This design comes from an exercise in tuning for small area, a short achievable clock period and few clock cycles per item on the open sky130 flow, not from production work.
In this exercise RTL edits were held to simulation tests only and were not proved equivalent to the original.
No activity file was given, so power comes from the tool's default toggle rates.

==> inputs of run D <==
==> flow/design.v <==
module mnet_crc_step (
    input  wire [15:0] crc_in,
    input  wire [7:0]  data,
    output reg  [15:0] crc_out
);
    integer i;
    always @(*) begin
        crc_out = crc_in ^ {data, 8'h00};
        for (i = 0; i < 8; i = i + 1) begin
            if (crc_out[15])
                crc_out = {crc_out[14:0], 1'b0} ^ 16'h1021;
            else
                crc_out = {crc_out[14:0], 1'b0};
        end
    end
endmodule
module mnet_rxv (
    input  wire        clk,
    input  wire        rst,
    input  wire        key_wr,
    input  wire [2:0]  key_len,
    input  wire [47:0] key_data,
    input  wire        line_rx_valid,
    output wire        line_rx_ready,
    input  wire [7:0]  line_rx_data,
    input  wire        rx_obf,
    output wire        resp_valid,
    input  wire        resp_ready,
    output wire [7:0]  resp_data,
    output wire        resp_last
);
    localparam NB = 16;           
    localparam NS = 17;           
    localparam QD = 8;            
    localparam QA = 3;            
    localparam Q_OK  = 2'd0,
               Q_CRC = 2'd1,
               Q_BAD = 2'd2;
    integer k;
    genvar gb;
    reg [47:0] key;
    reg [2:0]  klen;
    always @(posedge clk) begin
        if (rst) begin
            klen <= 3'd0;
        end else if (key_wr && key_len >= 3'd3 && key_len <= 3'd6) begin
            klen <= key_len;
            key  <= key_data;
        end
    end
    reg       rdy_q;
    reg       i_v, s_v;
    reg [7:0] i_d, s_d;
    reg       i_o, s_o;
    reg       i_ff, i_01, i_04, i_00;
    wire      acc = line_rx_valid && rdy_q;
    wire      consume;
    assign line_rx_ready = rdy_q;
    wire [7:0] n_d = s_v ? s_d : line_rx_data;
    wire       n_o = s_v ? s_o : rx_obf;
    always @(posedge clk) begin
        if (rst) begin
            i_v   <= 1'b0;
            s_v   <= 1'b0;
            rdy_q <= 1'b0;
        end else begin
            if (!i_v || consume) begin
                i_d  <= n_d;
                i_o  <= n_o;
                i_ff <= (n_d == 8'hFF);
                i_01 <= (n_d == 8'h01);
                i_04 <= (n_d == 8'h04);
                i_00 <= (n_d == 8'h00);
                i_v  <= s_v || acc;
                s_v  <= s_v && acc;
            end else begin
                if (acc) s_v <= 1'b1;
            end
            if (acc && (s_v || (i_v && !consume))) begin
                s_d <= line_rx_data; s_o <= rx_obf;
            end
            rdy_q <= !((s_v && !(consume || !i_v)) || (acc && i_v && !consume) || (acc && s_v));
        end
    end
    reg [8:0] wc, cm, rc;
    reg [4:0] rdd;                
    reg       at_rc;              
    reg [4:0] ph;                 
    reg       room;               
    function [4:0] inc17(input [4:0] x);
        inc17 = (x == 5'd16) ? 5'd0 : x + 5'd1;
    endfunction
    function [4:0] dec17(input [4:0] x);
        dec17 = (x == 5'd0) ? 5'd16 : x - 5'd1;
    endfunction
    reg [7:0]  wb [0:NB-1];
    reg [4:0]  np;                
    reg [3:0]  wbk;
    reg [NB-1:0] woh;             
    reg [4:0]  dd;
    reg [4:0]  wd, cd;            
    reg        we;                
    reg        npnz, np1;         
    wire [7:0] rout [0:NB-1];     
    reg  [NB-1:0] roh;            
    reg  [7:0] wbd, rring;
    integer b;
    always @(*) begin
        wbd   = 8'h00;
        rring = 8'h00;
        for (b = 0; b < NB; b = b + 1) begin
            wbd   = wbd   | (wb[b]   & {8{woh[b]}});
            rring = rring | (rout[b] & {8{roh[b]}});
        end
    end
    generate
        for (gb = 0; gb < NB; gb = gb + 1) begin : bank
            reg [8*NS-1:0] r;
            always @(posedge clk) begin
                r <= {r[8*NS-9:0], (we && woh[gb]) ? wbd : r[8*NS-1 -: 8]};
            end
            assign rout[gb] = r[8*NS-1 -: 8];
        end
    endgenerate
    reg        p_hunt, p_hdr, p_pay, p_crc1, p_crc2, p_term;
    reg        p_body;    
    reg        p_st;      
    reg        esc;
    reg [4:0]  hc;        
    reg [7:0]  rem;       
    reg        rem1;      
    reg [15:0] crc;
    reg        crc0;      
    reg        obf;
    reg [2:0]  ki;
    reg [7:0]  kx;        
    wire [2:0] ki_n = (ki == klen - 3'd1) ? 3'd0 : ki + 3'd1;
    reg  [7:0] key_n;
    always @(*) begin
        case (ki_n)
            3'd0:    key_n = key[7:0];
            3'd1:    key_n = key[15:8];
            3'd2:    key_n = key[23:16];
            3'd3:    key_n = key[31:24];
            3'd4:    key_n = key[39:32];
            default: key_n = key[47:40];
        endcase
    end
    wire [15:0] crc_next;
    mnet_crc_step u_crc (.crc_in(crc), .data(i_d), .crc_out(crc_next));
    reg [1:0]  sq [0:QD-1];
    reg [QA:0] sq_wp, sq_rp;
    reg        sq_full;
    reg        sq_ne;         
    reg  [1:0] sq_head;       
    wire in_body   = p_body;
    wire body_ok   = esc ? i_ff : !i_ff;             
    wire esc_start = in_body && !esc && i_ff;
    wire lone_esc  = in_body && esc && !i_ff;
    wire body_byte = in_body && body_ok;
    wire store     = p_st && body_ok;
    wire start     = p_hunt && i_01;
    wire fr_end    = p_term || lone_esc;
    wire good_end  = p_term && i_04 && crc0;
    wire bad_end   = fr_end && !good_end;
    reg  wb_free;         
    wire can = !((store || start) && !(wb_free && room)) && !(fr_end && sq_full)
               && !(bad_end && npnz);
    assign consume = i_v && can;
    wire [7:0] pay_x = (obf && p_pay) ? (i_d ^ kx) : i_d;
    wire       wr    = consume && store;
    wire [1:0] st_code = good_end ? Q_OK : (p_term && i_04) ? Q_CRC : Q_BAD;
    always @(posedge clk) begin
        if (rst) begin
            p_hunt <= 1'b1;
            p_hdr  <= 1'b0;
            p_pay  <= 1'b0;
            p_crc1 <= 1'b0;
            p_crc2 <= 1'b0;
            p_term <= 1'b0;
            p_body <= 1'b0;
            p_st   <= 1'b0;
            esc    <= 1'b0;
            sq_wp  <= {(QA+1){1'b0}};
        end else if (consume) begin
            if (p_hunt && i_01) begin
                p_hunt <= 1'b0;
                p_hdr  <= 1'b1;
                p_body <= 1'b1;
                p_st   <= 1'b1;
                esc    <= 1'b0;
                hc     <= 5'b00001;
                crc    <= 16'h0000;
                crc0   <= 1'b1;
                obf    <= i_o && (klen != 3'd0);
                ki     <= 3'd0;
                kx     <= key[7:0];
            end
            if (p_term || lone_esc) begin
                p_term <= 1'b0;
                p_hdr  <= 1'b0;
                p_pay  <= 1'b0;
                p_crc1 <= 1'b0;
                p_crc2 <= 1'b0;
                p_body <= 1'b0;
                p_st   <= 1'b0;
                p_hunt <= 1'b1;
            end
            if (esc_start) esc <= 1'b1;
            if (body_byte) begin
                esc <= 1'b0;
                crc <= crc_next;
                crc0 <= (crc_next == 16'h0000);
                if (p_hdr) begin
                    hc <= {hc[3:0], 1'b0};
                    if (hc[4]) begin
                        rem    <= i_d;
                        rem1   <= (i_d == 8'h01);
                        p_hdr  <= 1'b0;
                        p_pay  <= !i_00;
                        p_crc1 <= i_00;
                        p_st   <= !i_00;
                    end
                end
                if (p_pay) begin
                    rem  <= rem - 8'd1;
                    rem1 <= (rem == 8'd2);
                    ki   <= ki_n;
                    kx   <= key_n ^ i_d;
                    if (rem1) begin
                        p_pay  <= 1'b0;
                        p_crc1 <= 1'b1;
                        p_st   <= 1'b0;
                    end
                end
                if (p_crc1) begin
                    p_crc1 <= 1'b0;
                    p_crc2 <= 1'b1;
                end
                if (p_crc2) begin
                    p_crc2 <= 1'b0;
                    p_term <= 1'b1;
                    p_body <= 1'b0;
                end
            end
            if (fr_end) begin
                sq_wp <= sq_wp + 1'b1;
            end
        end
    end
    wire       sq_push = consume && fr_end;
    wire       sq_pop;
    wire [QA:0] sq_wp1 = sq_wp + 1'b1;
    wire [QA:0] sq_rpn = sq_rp + sq_pop;
    wire        sqf_p  = (sq_wp1[QA] != sq_rpn[QA]) && (sq_wp1[QA-1:0] == sq_rpn[QA-1:0]);
    wire        sqf_n  = (sq_wp[QA] != sq_rpn[QA]) && (sq_wp[QA-1:0] == sq_rpn[QA-1:0]);
    always @(posedge clk) begin
        if (rst) sq_full <= 1'b0;
        else     sq_full <= sq_push ? sqf_p : sqf_n;
    end
    always @(posedge clk) begin
        if (!sq_full) sq[sq_wp[QA-1:0]] <= st_code;
    end
    always @(posedge clk) begin
        if (rst) sq_ne <= 1'b0;
        else     sq_ne <= sq_push || (sq_wp != sq_rpn);
        sq_head <= (sq_rpn == sq_wp) ? st_code : sq[sq_rpn[QA-1:0]];
    end
    wire       inc  = consume && (store || start);
    wire [4:0] np_k = np - {4'd0, we};
    always @(posedge clk) begin
        if (rst)      wb_free <= 1'b1;
        else if (inc) wb_free <= (np_k < 5'd15);
        else          wb_free <= (np_k < 5'd16);
    end
    always @(posedge clk) begin
        if (rst) begin
            wc   <= 9'd0;
            cm   <= 9'd0;
            ph   <= 5'd0;
            np   <= 5'd0;
            npnz <= 1'b0;
            np1  <= 1'b0;
            we   <= 1'b0;
            wbk  <= 4'd0;
            woh  <= {{(NB-1){1'b0}}, 1'b1};
            dd   <= 5'd0;
            wd   <= 5'd0;
            cd   <= 5'd0;
            room <= 1'b0;
        end else begin
            ph   <= inc17(ph);
            room <= ((wc - rc) < 9'd270);
            np   <= inc ? np_k + 5'd1 : np_k;
            npnz <= inc ? 1'b1 : (np_k != 5'd0);
            np1  <= inc ? (np_k == 5'd0) : (np_k == 5'd1);
            we   <= we ? (inc || !np1) : ((dd == 5'd1) && (inc || npnz));
            if (we) begin
                wbk <= wbk + 4'd1;
                woh <= {woh[NB-2:0], woh[NB-1]};
            end
            else    dd  <= dec17(dd);
            cd <= dec17(cd);
            if (wb_free) wb[wc[3:0]] <= pay_x;
            if (inc) begin
                wc <= wc + 9'd1;
            end else begin
                wd <= dec17(wd);
            end
            if (consume && good_end) begin
                cm <= wc;
                cd <= dec17(wd);
            end
            if (consume && bad_end) begin
                wc  <= cm;
                wd  <= dec17(cd);
                wbk <= cm[3:0];
                woh <= {{(NB-1){1'b0}}, 1'b1} << cm[3:0];
                dd  <= dec17(cd);
            end
        end
    end
    localparam R_IDLE = 1'b0, R_DATA = 1'b1;
    reg         rs;
    reg [2:0]   rhc;        
    reg [7:0]   rrem;       
    reg         rrem1;      
    reg         space;      
    reg         len_end;    
    wire        byp   = we && (wbk == rc[3:0]);
    wire [7:0]  rbyte = byp ? wbd : rring;
    wire        rzero = (rbyte == 8'h00);
    reg       o_v, o_l;
    reg [7:0] o_d;
    assign resp_valid = o_v;
    assign resp_data  = o_d;
    assign resp_last  = o_l;
    wire       r_stat  = ((rs == R_IDLE) || len_end) && sq_ne && space;
    wire       r_data  = (rs == R_DATA) && at_rc && space && !len_end;
    assign     sq_pop  = r_stat;
    wire       d_last  = (rhc == 3'd4) ? rzero : (rhc == 3'd5) && rrem1;
    always @(posedge clk) begin
        if (rst) begin
            rs      <= R_IDLE;
            sq_rp   <= {(QA+1){1'b0}};
            rc      <= 9'd0;
            rdd     <= 5'd0;
            at_rc   <= 1'b1;
            roh     <= {{(NB-1){1'b0}}, 1'b1};
            len_end <= 1'b0;
        end else begin
            len_end <= r_data && (rhc == 3'd4) && rzero;
            if (!(r_data || (r_stat && sq_head == Q_OK))) begin
                rdd   <= dec17(rdd);
                at_rc <= (rdd == 5'd1);
            end
            if (len_end) rs <= R_IDLE;
            if (r_stat) begin
                sq_rp <= sq_rp + 1'b1;
                rhc   <= 3'd0;
                if (sq_head == Q_OK) begin
                    rs  <= R_DATA;
                    rc  <= rc + 9'd1;
                    roh <= {roh[NB-2:0], roh[NB-1]};
                end
            end
            if (r_data) begin
                rc  <= rc + 9'd1;
                roh <= {roh[NB-2:0], roh[NB-1]};
                if (rhc != 3'd5) rhc <= rhc + 3'd1;
                if (rhc == 3'd4) begin
                    rrem  <= rbyte;
                    rrem1 <= (rbyte == 8'h01);
                end else begin
                    rrem  <= rrem - 8'd1;
                    rrem1 <= (rrem == 8'd2);
                end
                if (rhc == 3'd5 && rrem1) rs <= R_IDLE;
            end
        end
    end
    wire       q_v = r_stat || r_data;
    wire [7:0] q_d = r_stat ? ((sq_head == Q_OK) ? 8'h00 : (sq_head == Q_CRC) ? 8'h03 : 8'h02)
                           : rbyte;
    wire       q_l = r_stat ? (sq_head != Q_OK) : d_last;
    reg  [7:0] e_d0, e_d1;
    reg        e_l0, e_l1;
    reg        e_wp, e_rp;      
    reg        e_2;             
    wire       drain = o_v && resp_ready;
    wire       rp_n  = e_rp ^ drain;
    wire [7:0] n_d0 = (q_v && !e_wp) ? q_d : e_d0;
    wire [7:0] n_d1 = (q_v &&  e_wp) ? q_d : e_d1;
    wire       n_l0 = (q_v && !e_wp) ? q_l : e_l0;
    wire       n_l1 = (q_v &&  e_wp) ? q_l : e_l1;
    wire       v_n   = q_v || (o_v && !drain) || e_2;
    wire       two_n = (e_2 && !drain) || (q_v && o_v && !drain) || (q_v && e_2);
    always @(posedge clk) begin
        if (q_v && !e_wp) begin e_d0 <= q_d; e_l0 <= q_l; end
        if (q_v &&  e_wp) begin e_d1 <= q_d; e_l1 <= q_l; end
        o_d <= rp_n ? n_d1 : n_d0;
        o_l <= rp_n ? n_l1 : n_l0;
    end
    always @(posedge clk) begin
        if (rst) begin
            o_v   <= 1'b0;
            e_2   <= 1'b0;
            e_wp  <= 1'b0;
            e_rp  <= 1'b0;
            space <= 1'b0;
        end else begin
            o_v   <= v_n;
            e_2   <= two_n;
            e_wp  <= e_wp ^ q_v;
            e_rp  <= rp_n;
            space <= !two_n;
        end
    end
endmodule
==> flow/run.sh <==
#!/bin/bash
# synth_recipe.tcl (not shown) runs the flow's synth.tcl, then flattens the netlist and writes it again
# the make line also repeats each setting of config.mk as NAME=value (left out here)
make -C /OpenROAD-flow-scripts/flow DESIGN_CONFIG=/design/flow/config.mk WORK_HOME=/design/flow/orfs CLKGATE_MAP_FILE= SYNTH_SCRIPT=/design/flow/synth_recipe.tcl finish
==> flow/config.mk <==
export PLATFORM = sky130hd
export DESIGN_NAME = mnet_rxv
export DESIGN_NICKNAME = mnet_rxv
export VERILOG_FILES = /design/flow/design.v
export SDC_FILE = /design/flow/constraint.sdc
export NUM_CORES = 4
export LEC_CHECK = 0
export ABC_CLOCK_PERIOD_IN_PS = 2400
export CAP_MARGIN = 20
export CORE_MARGIN = 2
export CORE_UTILIZATION = 65
export CTS_CLUSTER_DIAMETER = 100
export CTS_CLUSTER_SIZE = 30
export SETUP_SLACK_MARGIN = 2.7
export SLEW_MARGIN = 20
==> flow/constraint.sdc <==
create_clock -name core_clock -period 5.0 [get_ports {clk}]
set_input_delay 1.0000 -clock core_clock [delete_from_list [all_inputs] [get_ports {clk}]]
set_output_delay 1.0000 -clock core_clock [all_outputs]
set_load 0.01 [all_outputs]
==> run K: changes against run D <==
--- a/flow/design.v
+++ b/flow/design.v
@@ -151,8 +151,7 @@
     reg [1:0]  sq [0:QD-1];
     reg [QA:0] sq_wp, sq_rp;
     reg        sq_full;
-    reg        sq_ne;         
-    reg  [1:0] sq_head;       
+    wire       sq_empty = (sq_wp == sq_rp);
     wire in_body   = p_body;
     wire body_ok   = esc ? i_ff : !i_ff;             
     wire esc_start = in_body && !esc && i_ff;
@@ -244,27 +243,18 @@
                 end
             end
             if (fr_end) begin
+                sq[sq_wp[QA-1:0]] <= st_code;
                 sq_wp <= sq_wp + 1'b1;
             end
         end
     end
     wire       sq_push = consume && fr_end;
     wire       sq_pop;
-    wire [QA:0] sq_wp1 = sq_wp + 1'b1;
+    wire [QA:0] sq_wpn = sq_wp + sq_push;
     wire [QA:0] sq_rpn = sq_rp + sq_pop;
-    wire        sqf_p  = (sq_wp1[QA] != sq_rpn[QA]) && (sq_wp1[QA-1:0] == sq_rpn[QA-1:0]);
-    wire        sqf_n  = (sq_wp[QA] != sq_rpn[QA]) && (sq_wp[QA-1:0] == sq_rpn[QA-1:0]);
     always @(posedge clk) begin
         if (rst) sq_full <= 1'b0;
-        else     sq_full <= sq_push ? sqf_p : sqf_n;
-    end
-    always @(posedge clk) begin
-        if (!sq_full) sq[sq_wp[QA-1:0]] <= st_code;
-    end
-    always @(posedge clk) begin
-        if (rst) sq_ne <= 1'b0;
-        else     sq_ne <= sq_push || (sq_wp != sq_rpn);
-        sq_head <= (sq_rpn == sq_wp) ? st_code : sq[sq_rpn[QA-1:0]];
+        else     sq_full <= (sq_wpn[QA] != sq_rpn[QA]) && (sq_wpn[QA-1:0] == sq_rpn[QA-1:0]);
     end
     wire       inc  = consume && (store || start);
     wire [4:0] np_k = np - {4'd0, we};
@@ -291,7 +281,7 @@
         end else begin
             ph   <= inc17(ph);
             room <= ((wc - rc) < 9'd270);
-            np   <= inc ? np_k + 5'd1 : np_k;
+            np   <= np_k + {4'd0, inc};
             npnz <= inc ? 1'b1 : (np_k != 5'd0);
             np1  <= inc ? (np_k == 5'd0) : (np_k == 5'd1);
             we   <= we ? (inc || !np1) : ((dd == 5'd1) && (inc || npnz));
@@ -301,8 +291,8 @@
             end
             else    dd  <= dec17(dd);
             cd <= dec17(cd);
-            if (wb_free) wb[wc[3:0]] <= pay_x;
             if (inc) begin
+                wb[wc[3:0]] <= pay_x;
                 wc <= wc + 9'd1;
             end else begin
                 wd <= dec17(wd);
@@ -323,33 +313,40 @@
     localparam R_IDLE = 1'b0, R_DATA = 1'b1;
     reg         rs;
     reg [2:0]   rhc;        
+    reg [7:0]   rlen;       
     reg [7:0]   rrem;       
     reg         rrem1;      
     reg         space;      
+    reg         rq_v, rq_l, rq_h4;
+    reg  [7:0]  rq_d;
+    wire        rq_z = (rq_d == 8'h00);
     reg         len_end;    
+    wire [7:0]  len_now = (rq_v && rq_h4) ? rq_d : rlen;
     wire        byp   = we && (wbk == rc[3:0]);
     wire [7:0]  rbyte = byp ? wbd : rring;
-    wire        rzero = (rbyte == 8'h00);
-    reg       o_v, o_l;
-    reg [7:0] o_d;
+    reg       o_v, o_l, k_v, k_l, k2_v, k2_l;
+    reg [7:0] o_d, k_d, k2_d;
     assign resp_valid = o_v;
     assign resp_data  = o_d;
     assign resp_last  = o_l;
-    wire       r_stat  = ((rs == R_IDLE) || len_end) && sq_ne && space;
+    wire [1:0] sq_head = sq[sq_rp[QA-1:0]];
+    wire       r_stat  = ((rs == R_IDLE) || len_end) && !sq_empty && space;
     wire       r_data  = (rs == R_DATA) && at_rc && space && !len_end;
     assign     sq_pop  = r_stat;
-    wire       d_last  = (rhc == 3'd4) ? rzero : (rhc == 3'd5) && rrem1;
+    wire       d_last  = (rhc == 3'd5) ? (len_now == 8'd1) : (rhc == 3'd6) && rrem1;
     always @(posedge clk) begin
         if (rst) begin
-            rs      <= R_IDLE;
-            sq_rp   <= {(QA+1){1'b0}};
-            rc      <= 9'd0;
-            rdd     <= 5'd0;
-            at_rc   <= 1'b1;
-            roh     <= {{(NB-1){1'b0}}, 1'b1};
+            rs    <= R_IDLE;
+            sq_rp <= {(QA+1){1'b0}};
+            rc    <= 9'd0;
+            rdd   <= 5'd0;
+            at_rc <= 1'b1;
+            roh   <= {{(NB-1){1'b0}}, 1'b1};
+            rq_v  <= 1'b0;
             len_end <= 1'b0;
         end else begin
-            len_end <= r_data && (rhc == 3'd4) && rzero;
+            rq_v <= r_stat || r_data;
+            len_end <= r_data && (rhc == 3'd4) && (rbyte == 8'h00);
             if (!(r_data || (r_stat && sq_head == Q_OK))) begin
                 rdd   <= dec17(rdd);
                 at_rc <= (rdd == 5'd1);
@@ -358,62 +355,65 @@
             if (r_stat) begin
                 sq_rp <= sq_rp + 1'b1;
                 rhc   <= 3'd0;
+                rq_d  <= (sq_head == Q_OK) ? 8'h00 : (sq_head == Q_CRC) ? 8'h03 : 8'h02;
+                rq_l  <= (sq_head != Q_OK);
+                rq_h4 <= 1'b0;
                 if (sq_head == Q_OK) begin
-                    rs  <= R_DATA;
-                    rc  <= rc + 9'd1;
-                    roh <= {roh[NB-2:0], roh[NB-1]};
+                    rs   <= R_DATA;
+                    rc   <= rc + 9'd1;
+                    roh  <= {roh[NB-2:0], roh[NB-1]};
                 end
             end
+            if (rq_v && rq_h4) rlen <= rq_d;
             if (r_data) begin
-                rc  <= rc + 9'd1;
-                roh <= {roh[NB-2:0], roh[NB-1]};
-                if (rhc != 3'd5) rhc <= rhc + 3'd1;
-                if (rhc == 3'd4) begin
-                    rrem  <= rbyte;
-                    rrem1 <= (rbyte == 8'h01);
-                end else begin
+                rc    <= rc + 9'd1;
+                roh   <= {roh[NB-2:0], roh[NB-1]};
+                rq_d  <= rbyte;
+                rq_l  <= d_last;
+                rq_h4 <= (rhc == 3'd4);
+                if (rhc != 3'd6) rhc <= rhc + 3'd1;
+                if (rhc == 3'd5) begin
+                    rrem  <= len_now - 8'd1;
+                    rrem1 <= (len_now == 8'd2);
+                end else if (rhc == 3'd6) begin
                     rrem  <= rrem - 8'd1;
                     rrem1 <= (rrem == 8'd2);
                 end
-                if (rhc == 3'd5 && rrem1) rs <= R_IDLE;
+                if (d_last) rs <= R_IDLE;
             end
         end
     end
-    wire       q_v = r_stat || r_data;
-    wire [7:0] q_d = r_stat ? ((sq_head == Q_OK) ? 8'h00 : (sq_head == Q_CRC) ? 8'h03 : 8'h02)
-                           : rbyte;
-    wire       q_l = r_stat ? (sq_head != Q_OK) : d_last;
-    reg  [7:0] e_d0, e_d1;
-    reg        e_l0, e_l1;
-    reg        e_wp, e_rp;      
-    reg        e_2;             
+    wire       q_v = rq_v;
+    wire [7:0] q_d = rq_d;
+    wire       q_l = rq_h4 ? rq_z : rq_l;
     wire       drain = o_v && resp_ready;
-    wire       rp_n  = e_rp ^ drain;
-    wire [7:0] n_d0 = (q_v && !e_wp) ? q_d : e_d0;
-    wire [7:0] n_d1 = (q_v &&  e_wp) ? q_d : e_d1;
-    wire       n_l0 = (q_v && !e_wp) ? q_l : e_l0;
-    wire       n_l1 = (q_v &&  e_wp) ? q_l : e_l1;
-    wire       v_n   = q_v || (o_v && !drain) || e_2;
-    wire       two_n = (e_2 && !drain) || (q_v && o_v && !drain) || (q_v && e_2);
-    always @(posedge clk) begin
-        if (q_v && !e_wp) begin e_d0 <= q_d; e_l0 <= q_l; end
-        if (q_v &&  e_wp) begin e_d1 <= q_d; e_l1 <= q_l; end
-        o_d <= rp_n ? n_d1 : n_d0;
-        o_l <= rp_n ? n_l1 : n_l0;
-    end
+    wire       s0v = drain ? k_v  : o_v;
+    wire       s1v = drain ? k2_v : k_v;
+    wire       s2v = drain ? 1'b0 : k2_v;
+    wire [7:0] s0d = drain ? k_d  : o_d;
+    wire       s0l = drain ? k_l  : o_l;
+    wire [7:0] s1d = drain ? k2_d : k_d;
+    wire       s1l = drain ? k2_l : k_l;
+    wire       nq_o = s0v || q_v;
+    wire       n_k = s1v || (s0v && q_v);
+    wire       n_k2 = s2v || (s1v && q_v);
+    wire [2:0] cnt = {2'b0, o_v} + {2'b0, k_v} + {2'b0, k2_v} + {2'b0, rq_v} + {2'b0, r_stat || r_data};
     always @(posedge clk) begin
         if (rst) begin
             o_v   <= 1'b0;
-            e_2   <= 1'b0;
-            e_wp  <= 1'b0;
-            e_rp  <= 1'b0;
+            k_v   <= 1'b0;
+            k2_v  <= 1'b0;
             space <= 1'b0;
         end else begin
-            o_v   <= v_n;
-            e_2   <= two_n;
-            e_wp  <= e_wp ^ q_v;
-            e_rp  <= rp_n;
-            space <= !two_n;
+            o_v  <= nq_o;
+            k_v  <= n_k;
+            k2_v <= n_k2;
+            if (s0v)      begin o_d <= s0d; o_l <= s0l; end
+            else if (q_v) begin o_d <= q_d; o_l <= q_l; end
+            if (s1v)      begin k_d <= s1d; k_l <= s1l; end
+            else if (q_v) begin k_d <= q_d; k_l <= q_l; end
+            if (!s2v && q_v) begin k2_d <= q_d; k2_l <= q_l; end
+            space <= drain ? (cnt <= 3'd3) : (cnt <= 3'd2);
         end
     end
 endmodule
Settings changed: CTS_CLUSTER_DIAMETER 100 to 90, CTS_CLUSTER_SIZE 30 to 26, SETUP_SLACK_MARGIN 2.7 to 2.6.
==> run_results.csv <==
group,metric,value,unit
status,run_status,"timing/DRC/antenna clean",
hold_path,hp-start,"bank[12].r[45]$_DFF_P_",
global_routing,antenna_found_initial,2,
timing,finalWorstSetupSlack,2.60,ns
die,start_util,65.5,%
die,die_h,321,microns
pwr,powerComb,1.01,mW
placed_design,placed_area,67600,sq um
pwr,leakage,27.1,nW
Source of the figures above: run K

==> run_results.csv <==
group,metric,value,unit
status,run_status,"timing/DRC/antenna clean",
pwr,powerComb,1.32,mW
die,start_util,65.4,%
placed_design,placed_area,66100,sq um
hold_path,hp-start,"bank[13].r[33]$_DFF_P_",
pwr,leakage,26.8,nW
global_routing,antenna_found_initial,1,
die,die_h,318,microns
timing,finalWorstSetupSlack,2.55,ns
Source of the figures above: run D

Testbench counts of run D, summed over its fixed seeds: cycles 16,123, items 192.
Testbench counts of run K, summed over its fixed seeds: cycles 16,131, items 192.

==> static timing again, ports no longer ideal <==
Ports are ideal in the flow. The routed layouts listed here were re-timed in OpenROAD.
Step 1: set_driving_cell puts a clkbuf_16 on clk and a buf_2 on each other input, an assumption about the parent block.
Step 2, shift: input delay + t, output delay - t, t = (earliest + latest rising clock arrival at the registers) / 2. This alone moves slack from input paths to output paths.
Slacks: no drivers / after step 1 / after step 2; pairs: no drivers / after step 1.
run	t, ns	setup slack, ns	latest minus earliest clock arrival (ns)	worst register clock-pin slew, ns	cell pins on the clock port's net
run D	0.774	2.547 / 2.547 / 2.083	0.042 / 0.041	0.12 / 0.12	1
run K	0.792	2.603 / 2.603 / 1.912	0.034 / 0.035	0.11 / 0.11	1
After both steps every run listed still meets setup and hold. The setup slack of run K, which loses most, moves by 0.000 ns with the drivers and by -0.691 ns with both steps.
